Context: an optimization exercise on an open-source flow, tuned for small area, a short achievable clock period and few clock cycles. The choices shown serve that exercise and are no tape-out recipe. In this exercise RTL edits were held to simulation tests only and were not proved equivalent to the original. Power is estimated from default activity; no workload was simulated.

==> wip/harbor <==
==> flow/design.v <==
module ups_deframer (
    input  wire       clk,
    input  wire       rst,
    input  wire       in_valid,
    input  wire [7:0] in_byte,
    output wire       in_ready,
    output wire       out_valid,
    input  wire       out_ready,
    output wire [7:0] out_data,
    output wire       out_len,
    output wire [1:0] dfr_state,
    output wire [7:0] emits,
    output wire [7:0] pos_push,
    output wire [7:0] pos_look,
    output wire [7:0] pos_start
);
    localparam [7:0] MAGIC = 8'h55;
    localparam [1:0] ST_SEARCH = 2'd0;
    localparam [1:0] ST_HDR    = 2'd1;
    localparam [1:0] ST_BODY   = 2'd2;
    localparam [2:0] W_SCAN1 = 3'd1;   
    localparam [2:0] W_ADDR  = 3'd2;   
    localparam [2:0] W_SIZE  = 3'd3;   
    localparam [2:0] W_SUM   = 3'd4;   
    reg [7:0]  ring [0:63];
    reg [63:0] cand;
    reg [6:0] push;
    reg [6:0] look;
    reg [6:0] start;
    reg [1:0] state;
    reg [7:0] emit_cnt;
    reg [7:0] prev;      
    reg [6:0] size;      
    reg [7:0] cs;        
    reg       eng;       
    reg [2:0] wst;
    reg [5:0] k;         
    reg       first;     
    reg       em;        
    reg       o_len;
    reg [7:0] o_data;
    reg [5:0] e_left;    
    reg [5:0] raddr;     
    reg [6:0] e;         
    function [7:0] chk_step;
        input [7:0] c;
        input [7:0] b;
        begin
            chk_step = (c ^ b) + 8'd1;
        end
    endfunction
    function [7:0] hcs_of;
        input [7:0] s;
        begin
            hcs_of = chk_step(8'h56, s);
        end
    endfunction
    function [7:0] cs3_of;
        input [7:0] s;
        reg [7:0] h;
        begin
            h = hcs_of(s);
            cs3_of = chk_step(chk_step(chk_step(h, MAGIC), s), h);
        end
    endfunction
    wire busy = eng || em;
    wire take = in_valid && !busy;
    wire in_magic   = (in_byte == MAGIC);
    wire prev_magic = (prev == MAGIC);
    wire prev_szok  = (prev >= 8'd3) && (prev <= 8'd64);
    wire hv_now     = (in_byte == hcs_of(prev)) && prev_szok;
    wire [6:0] push1 = push + 7'd1;
    wire [6:0] avail = push - start;    
    wire [5:0] s6    = start[5:0];
    wire [5:0] p6    = push[5:0];
    wire [2:0]  lo   = look[2:0];
    wire [7:0]  grp  = cand[{look[5:3], 3'd0} +: 8];
    wire        e_ge8 = (e[6:3] != 4'd0);
    reg  [7:0]  vmask, farmask;
    integer i;
    always @(*)
        for (i = 0; i < 8; i = i + 1) begin
            vmask[i]   = (i >= lo) && (e_ge8 || (i < e[2:0]));
            farmask[i] = ({4'd0, i[2:0]} + 7'd2 < e);
        end
    wire [7:0]  v = grp & vmask;
    reg  [2:0]  vb;
    always @(*) begin
        vb = 3'd0;
        for (i = 7; i >= 0; i = i - 1)
            if (v[i]) vb = i[2:0];
    end
    wire       found = |v;
    wire [6:0] fpos  = {look[6:3], vb};
    wire       fnear = !(|(v & farmask));             
    wire       s_end = (e <= 7'd8);                   
    wire       vlast = (vb == 3'd7);
    wire [3:0] gnext = look[6:3] + 4'd1;
    wire [7:0] rd = ring[raddr];
    wire [7:0] cs_cur = first ? cs3_of({1'b0, size}) : cs;
    assign in_ready  = !busy;
    assign out_valid = em;
    assign out_len   = o_len;
    assign out_data  = o_data;
    assign dfr_state = state;
    assign emits     = emit_cnt;
    assign pos_push  = {1'b0, push};
    assign pos_look  = {1'b0, look};
    assign pos_start = (state == ST_SEARCH) ? 8'hFF : {1'b0, start};
    wire [63:0] wdec = 64'd1 << p6;
    wire [63:0] we   = wdec & {64{!busy}};
    integer w;
    always @(posedge clk) begin
        for (w = 0; w < 64; w = w + 1) begin
            if (we[w]) ring[w] <= in_byte;
            if (we[w])
                cand[w] <= in_magic;
            else if (we[(w + 2) & 63] && in_valid && !hv_now)
                cand[w] <= 1'b0;
        end
        if (take)
            prev <= in_byte;
    end
    always @(posedge clk) begin
        if (rst) begin
            push     <= 7'd0;
            look     <= 7'd0;
            start    <= 7'd0;
            state    <= ST_SEARCH;
            emit_cnt <= 8'd0;
            eng      <= 1'b0;
            wst      <= W_SCAN1;
            em       <= 1'b0;
        end else begin
            if (em && out_ready && o_len)
                emit_cnt <= emit_cnt + 8'd1;    
            if (em && out_ready) begin
                if (e_left == 6'd0) begin
                    em <= 1'b0;
                end else begin
                    o_len  <= 1'b0;
                    o_data <= rd;
                    raddr  <= raddr + 6'd1;
                    e_left <= e_left - 6'd1;
                end
            end
            if (take) begin
                push     <= push1;
                emit_cnt <= 8'd0;
                case (state)
                    ST_SEARCH: begin
                        look <= push1;
                        if (in_magic) begin
                            start <= push;
                            state <= ST_HDR;
                        end
                    end
                    ST_HDR: begin
                        if (avail == 7'd2) begin
                            if (hv_now && prev == 8'd3) begin
                                look  <= push1;
                                state <= ST_SEARCH;
                            end else if (hv_now) begin
                                state <= ST_BODY;
                                size  <= prev[6:0];
                                first <= 1'b1;
                            end else if (prev_magic) begin
                                start <= push - 7'd1;
                                look  <= push;
                            end else if (in_magic) begin
                                start <= push;
                                look  <= push1;
                            end else begin
                                look  <= push1;
                                state <= ST_SEARCH;
                            end
                        end
                    end
                    default: begin   
                        if (avail == size - 7'd1) begin
                            o_len    <= 1'b1;
                            o_data   <= {1'b0, size} - 8'd4;
                            e_left   <= size[5:0] - 6'd4;
                            raddr    <= s6 + 6'd3;
                            em <= (cs_cur == in_byte);
                            look  <= start + 7'd1;
                            e     <= {4'd0, s6[2:0] + 3'd1} + size - 7'd1;
                            state <= ST_SEARCH;
                            eng   <= 1'b1;
                            wst   <= W_SCAN1;
                        end else begin
                            cs    <= chk_step(cs_cur, in_byte);
                            first <= 1'b0;
                        end
                    end
                endcase
            end else if (eng) begin
                case (wst)
                    W_SCAN1: begin
                        if (!found) begin
                            if (s_end) begin
                                look <= push;
                                eng  <= 1'b0;
                            end else begin
                                look <= {gnext, 3'd0};
                                e    <= e - 7'd8;
                            end
                        end else begin
                            start <= fpos;
                            look  <= vlast ? {gnext, 3'd0} : {look[6:3], vb + 3'd1};
                            if (vlast)
                                e <= e - 7'd8;
                            if (fnear) begin
                                state <= ST_HDR;
                                eng   <= 1'b0;
                            end else begin
                                state <= ST_BODY;
                                if (em) begin
                                    wst   <= W_ADDR;
                                end else begin
                                    raddr <= vlast ? {gnext[2:0], 3'd0} : {look[5:3], vb + 3'd1};
                                    wst   <= W_SIZE;
                                end
                            end
                        end
                    end
                    W_ADDR: begin
                        if (!em) begin
                            raddr <= s6 + 6'd1;
                            wst   <= W_SIZE;
                        end
                    end
                    W_SIZE: begin
                        size  <= rd[6:0];
                        first <= 1'b1;
                        k     <= 6'd3;
                        raddr <= s6 + 6'd3;
                        if (rd == 8'd3) begin
                            state <= ST_SEARCH;
                            wst   <= W_SCAN1;
                        end else begin
                            wst   <= W_SUM;
                        end
                    end
                    default: begin   
                        if ({1'b0, k} == avail) begin
                            eng <= 1'b0;
                            wst <= W_SCAN1;
                        end else if ({1'b0, k} == size - 7'd1) begin
                            o_len    <= 1'b1;
                            o_data   <= {1'b0, size} - 8'd4;
                            e_left   <= size[5:0] - 6'd4;
                            raddr    <= s6 + 6'd3;
                            em <= (cs_cur == rd);
                            state <= ST_SEARCH;
                            wst   <= W_SCAN1;
                        end else begin
                            cs    <= chk_step(cs_cur, rd);
                            first <= 1'b0;
                            k     <= k + 6'd1;
                            raddr <= raddr + 6'd1;
                        end
                    end
                endcase
            end
        end
    end
endmodule
==> flow/flow/run.sh <==
#!/bin/bash
set -euo pipefail
MARGIN=${MARGIN:-7}
bash standard.sh SETUP_SLACK_MARGIN=$MARGIN finish > standard_flow.log 2>&1
==> flow/standard.sh <==
#!/bin/bash
# synth_recipe.tcl (not shown) runs the flow's synth.tcl, then flattens the netlist and writes it again
# the make line also repeats each setting of config.mk as NAME=value (left out here)
make -C /OpenROAD-flow-scripts/flow DESIGN_CONFIG=/design/flow/config.mk WORK_HOME=/design/flow/orfs CLKGATE_MAP_FILE= SYNTH_SCRIPT=/design/flow/synth_recipe.tcl "${@:-finish}"
==> flow/config.mk <==
export PLATFORM = sky130hd
export DESIGN_NAME = ups_deframer
export DESIGN_NICKNAME = ups_deframer
export VERILOG_FILES = /design/flow/design.v
export SDC_FILE = /design/flow/constraint.sdc
export NUM_CORES = 4
export LEC_CHECK = 0
export ABC_AREA = 1
export CAP_MARGIN = 20
export CORE_MARGIN = 2
export CORE_UTILIZATION = 40
export PLACE_DENSITY = 0.6
export SETUP_SLACK_MARGIN = 5
export SLEW_MARGIN = 20
==> flow/constraint.sdc <==
create_clock -name core_clock -period 10.0 [get_ports {clk}]
set_input_delay 2.0000 -clock core_clock [delete_from_list [all_inputs] [get_ports {clk}]]
set_output_delay 2.0000 -clock core_clock [all_outputs]
set_load 0.01 [all_outputs]
==> inputs of wip/umber, as changes to wip/harbor <==
==> flow/run.sh (new file) <==
#!/bin/bash
# synth_recipe.tcl (not shown) runs the flow's synth.tcl, then flattens the netlist and writes it again
# the make line also repeats each setting of config.mk as NAME=value (left out here)
make -C /OpenROAD-flow-scripts/flow DESIGN_CONFIG=/design/flow/config.mk WORK_HOME=/design/flow/orfs CLKGATE_MAP_FILE= SYNTH_SCRIPT=/design/flow/synth_recipe.tcl finish
removed: flow/flow/run.sh
removed: flow/standard.sh
==> inputs of wip/quartz, as changes to wip/harbor <==
==> flow/flow/run.sh (replaced) <==
#!/bin/bash
set -euo pipefail
MARGIN=${MARGIN:-6.5}
bash standard.sh SETUP_SLACK_MARGIN=$MARGIN finish > standard_flow.log 2>&1
==> inputs of wip/maple, as changes to wip/harbor <==
--- a/flow/design.v
+++ b/flow/design.v
@@ -42,5 +42,4 @@
     reg [5:0] e_left;    
     reg [5:0] raddr;     
-    reg [6:0] e;         
     function [7:0] chk_step;
         input [7:0] c;
@@ -74,14 +73,14 @@
     wire [5:0] s6    = start[5:0];
     wire [5:0] p6    = push[5:0];
-    wire [2:0]  lo   = look[2:0];
-    wire [7:0]  grp  = cand[{look[5:3], 3'd0} +: 8];
-    wire        e_ge8 = (e[6:3] != 4'd0);
-    reg  [7:0]  vmask, farmask;
+    wire [6:0]  avail_l = push - look;           
+    wire [2:0]  lo      = look[2:0];
+    wire [7:0]  grp     = cand[{look[5:3], 3'd0} +: 8];
+    wire        near16   = (avail_l[6:4] == 3'd0);
+    wire [4:0]  e5      = {2'b0, lo} + {1'b0, avail_l[3:0]};
+    reg  [7:0]  vmask;
     integer i;
     always @(*)
-        for (i = 0; i < 8; i = i + 1) begin
-            vmask[i]   = (i >= lo) && (e_ge8 || (i < e[2:0]));
-            farmask[i] = ({4'd0, i[2:0]} + 7'd2 < e);
-        end
+        for (i = 0; i < 8; i = i + 1)
+            vmask[i] = (i >= lo) && (!near16 || (i < e5));
     wire [7:0]  v = grp & vmask;
     reg  [2:0]  vb;
@@ -93,8 +92,7 @@
     wire       found = |v;
     wire [6:0] fpos  = {look[6:3], vb};
-    wire       fnear = !(|(v & farmask));             
-    wire       s_end = (e <= 7'd8);                   
-    wire       vlast = (vb == 3'd7);
-    wire [3:0] gnext = look[6:3] + 4'd1;
+    wire [4:0] fdist = e5 - {2'b0, vb};                
+    wire       fnear = near16 && (fdist == 5'd1 || fdist == 5'd2);
+    wire       s_end = near16 && (e5 <= 5'd8);          
     wire [7:0] rd = ring[raddr];
     wire [7:0] cs_cur = first ? cs3_of({1'b0, size}) : cs;
@@ -133,6 +131,4 @@
             em       <= 1'b0;
         end else begin
-            if (em && out_ready && o_len)
-                emit_cnt <= emit_cnt + 8'd1;    
             if (em && out_ready) begin
                 if (e_left == 6'd0) begin
@@ -179,11 +175,13 @@
                     default: begin   
                         if (avail == size - 7'd1) begin
-                            o_len    <= 1'b1;
-                            o_data   <= {1'b0, size} - 8'd4;
-                            e_left   <= size[5:0] - 6'd4;
-                            raddr    <= s6 + 6'd3;
-                            em <= (cs_cur == in_byte);
+                            if (cs_cur == in_byte) begin
+                                em       <= 1'b1;
+                                o_len    <= 1'b1;
+                                o_data   <= {1'b0, size} - 8'd4;
+                                e_left   <= size[5:0] - 6'd4;
+                                raddr    <= s6 + 6'd3;
+                                emit_cnt <= 8'd1;
+                            end
                             look  <= start + 7'd1;
-                            e     <= {4'd0, s6[2:0] + 3'd1} + size - 7'd1;
                             state <= ST_SEARCH;
                             eng   <= 1'b1;
@@ -203,12 +201,9 @@
                                 eng  <= 1'b0;
                             end else begin
-                                look <= {gnext, 3'd0};
-                                e    <= e - 7'd8;
+                                look <= {look[6:3] + 4'd1, 3'd0};
                             end
                         end else begin
                             start <= fpos;
-                            look  <= vlast ? {gnext, 3'd0} : {look[6:3], vb + 3'd1};
-                            if (vlast)
-                                e <= e - 7'd8;
+                            look  <= fpos + 7'd1;
                             if (fnear) begin
                                 state <= ST_HDR;
@@ -219,5 +214,5 @@
                                     wst   <= W_ADDR;
                                 end else begin
-                                    raddr <= vlast ? {gnext[2:0], 3'd0} : {look[5:3], vb + 3'd1};
+                                    raddr <= fpos[5:0] + 6'd1;
                                     wst   <= W_SIZE;
                                 end
@@ -248,9 +243,12 @@
                             wst <= W_SCAN1;
                         end else if ({1'b0, k} == size - 7'd1) begin
-                            o_len    <= 1'b1;
-                            o_data   <= {1'b0, size} - 8'd4;
-                            e_left   <= size[5:0] - 6'd4;
-                            raddr    <= s6 + 6'd3;
-                            em <= (cs_cur == rd);
+                            if (cs_cur == rd) begin
+                                em       <= 1'b1;
+                                o_len    <= 1'b1;
+                                o_data   <= {1'b0, size} - 8'd4;
+                                e_left   <= size[5:0] - 6'd4;
+                                raddr    <= s6 + 6'd3;
+                                emit_cnt <= emit_cnt + 8'd1;
+                            end
                             state <= ST_SEARCH;
                             wst   <= W_SCAN1;
==> flow/run.sh (new file) <==
#!/bin/bash
# synth_recipe.tcl (not shown) runs the flow's synth.tcl, then flattens the netlist and writes it again
# the make line also repeats each setting of config.mk as NAME=value (left out here)
make -C /OpenROAD-flow-scripts/flow DESIGN_CONFIG=/design/flow/config.mk WORK_HOME=/design/flow/orfs CLKGATE_MAP_FILE= SYNTH_SCRIPT=/design/flow/synth_recipe.tcl finish
--- a/flow/config.mk
+++ b/flow/config.mk
@@ -9,6 +9,6 @@
 export CAP_MARGIN = 20
 export CORE_MARGIN = 2
-export CORE_UTILIZATION = 40
-export PLACE_DENSITY = 0.6
+export CORE_UTILIZATION = 60
+export PLACE_DENSITY = 0.75
 export SETUP_SLACK_MARGIN = 5
 export SLEW_MARGIN = 20
removed: flow/flow/run.sh
removed: flow/standard.sh
==> run summary <==
Area of the mapped netlist: wip/maple 33020 sq um; wip/harbor 33480 sq um; wip/quartz 33480 sq um; wip/umber 33480 sq um
Fraction of layout cells with a size suffix above 1: wip/maple 9.198%; wip/harbor 29.49%; wip/quartz 18.08%; wip/umber 6.564%
Sequential share of the synthesized area: wip/maple 59.20%; wip/harbor 59.02%; wip/quartz 59.02%; wip/umber 59.02%
Met1 routed wirelength after detailed routing: wip/maple 39490 um; wip/harbor 45700 um; wip/quartz 45670 um; wip/umber 44220 um
Total instance count after detailed placement: wip/maple 4212; wip/harbor 4666; wip/quartz 4668; wip/umber 4670
Share of cell area taken by muxes after synthesis: wip/maple 0.03031%; wip/harbor 0%; wip/quartz 0%; wip/umber 0%
Clk pwr: wip/maple 2.51 mW; wip/harbor 2.81 mW; wip/quartz 2.77 mW; wip/umber 2.60 mW
Via density per instance: wip/maple 6.210; wip/harbor 5.565; wip/quartz 5.523; wip/umber 5.396
Net switching power figure: wip/maple 2.327 mW; wip/harbor 2.410 mW; wip/quartz 2.184 mW; wip/umber 2.010 mW
Fraction of the mapped netlist area in simple logic gates: wip/maple 24.20%; wip/harbor 23.11%; wip/quartz 23.11%; wip/umber 23.11%
Clock distribution area overhead in the final layout: wip/maple 5.845%; wip/harbor 5.557%; wip/quartz 5.967%; wip/umber 6.035%
Endpoint of the worst setup timing path: wip/maple raddr[2]; wip/harbor cs[4]; wip/quartz cs[6]; wip/umber e[6]
Leakage: wip/maple 14.22 nW; wip/harbor 17.34 nW; wip/quartz 15.83 nW; wip/umber 14.49 nW
Number of enable flip-flop cells after synthesis: wip/maple 627; wip/harbor 634; wip/quartz 634; wip/umber 634
Initial Util: wip/maple 61.00%; wip/harbor 40.20%; wip/quartz 40.20%; wip/umber 40.20%
Worst ir drop on vdd: wip/maple 0.0001684 V; wip/harbor 0.0001351 V; wip/quartz 0.0001083 V; wip/umber 0.0001093 V
Levels on crit path: wip/maple 36; wip/harbor 22; wip/quartz 21; wip/umber 9
Result of the run: wip/maple no timing/DRC/antenna violations; wip/harbor no timing/DRC/antenna violations; wip/quartz no timing/DRC/antenna violations; wip/umber no timing/DRC/antenna violations
Pre-CTS setup slack: wip/maple 3.669 ns; wip/harbor 5.220 ns; wip/quartz 4.995 ns; wip/umber 4.592 ns
Maximum number of pins on one net before global-route repair: wip/maple 79; wip/harbor 66; wip/quartz 72; wip/umber 77
Testbench counts of wip/harbor, summed over its fixed seeds: cycles 46,795.
Testbench counts of wip/umber, summed over its fixed seeds: cycles 46,795.
Testbench counts of wip/quartz, summed over its fixed seeds: cycles 46,795.
Testbench counts of wip/maple, summed over its fixed seeds: cycles 46,795.

==> re-timing with driven ports <==
Ports are ideal in the flow. The routed layouts listed here were re-timed in OpenROAD.
Step 1: set_driving_cell puts a clkbuf_16 on clk and a buf_2 on each other input, an assumption about the parent block.
Step 2 times the ports against the registers' clock, not the clock port: input delays grow and output delays shrink by t, the midpoint of the rising clock arrivals with the driver on.
a / b / c = no drivers / after step 1 / after step 2; a / b = the first two.
| run | shift t [ns] | setup slack, ns | hold WS [ns] | latest minus earliest clock arrival (ns) |
|---|---|---|---|---|
| wip/harbor | 0.705 | 6.438 / 6.381 / 5.896 | 0.532 / 0.532 / 0.532 | 0.044 / 0.043 |
| wip/umber | 0.680 | 5.280 / 5.302 / 4.646 | 0.501 / 0.501 / 0.501 | 0.028 / 0.029 |
| wip/quartz | 0.678 | 6.476 / 6.459 / 5.821 | 0.487 / 0.487 / 0.487 | 0.029 / 0.030 |
| wip/maple | 0.677 | 5.087 / 5.087 / 4.619 | 0.499 / 0.499 / 0.499 | 0.020 / 0.021 |
After both steps setup and hold are still met in every run listed. The setup slack of wip/quartz, which loses most, moves by -0.017 ns with the drivers and by -0.655 ns with both steps.
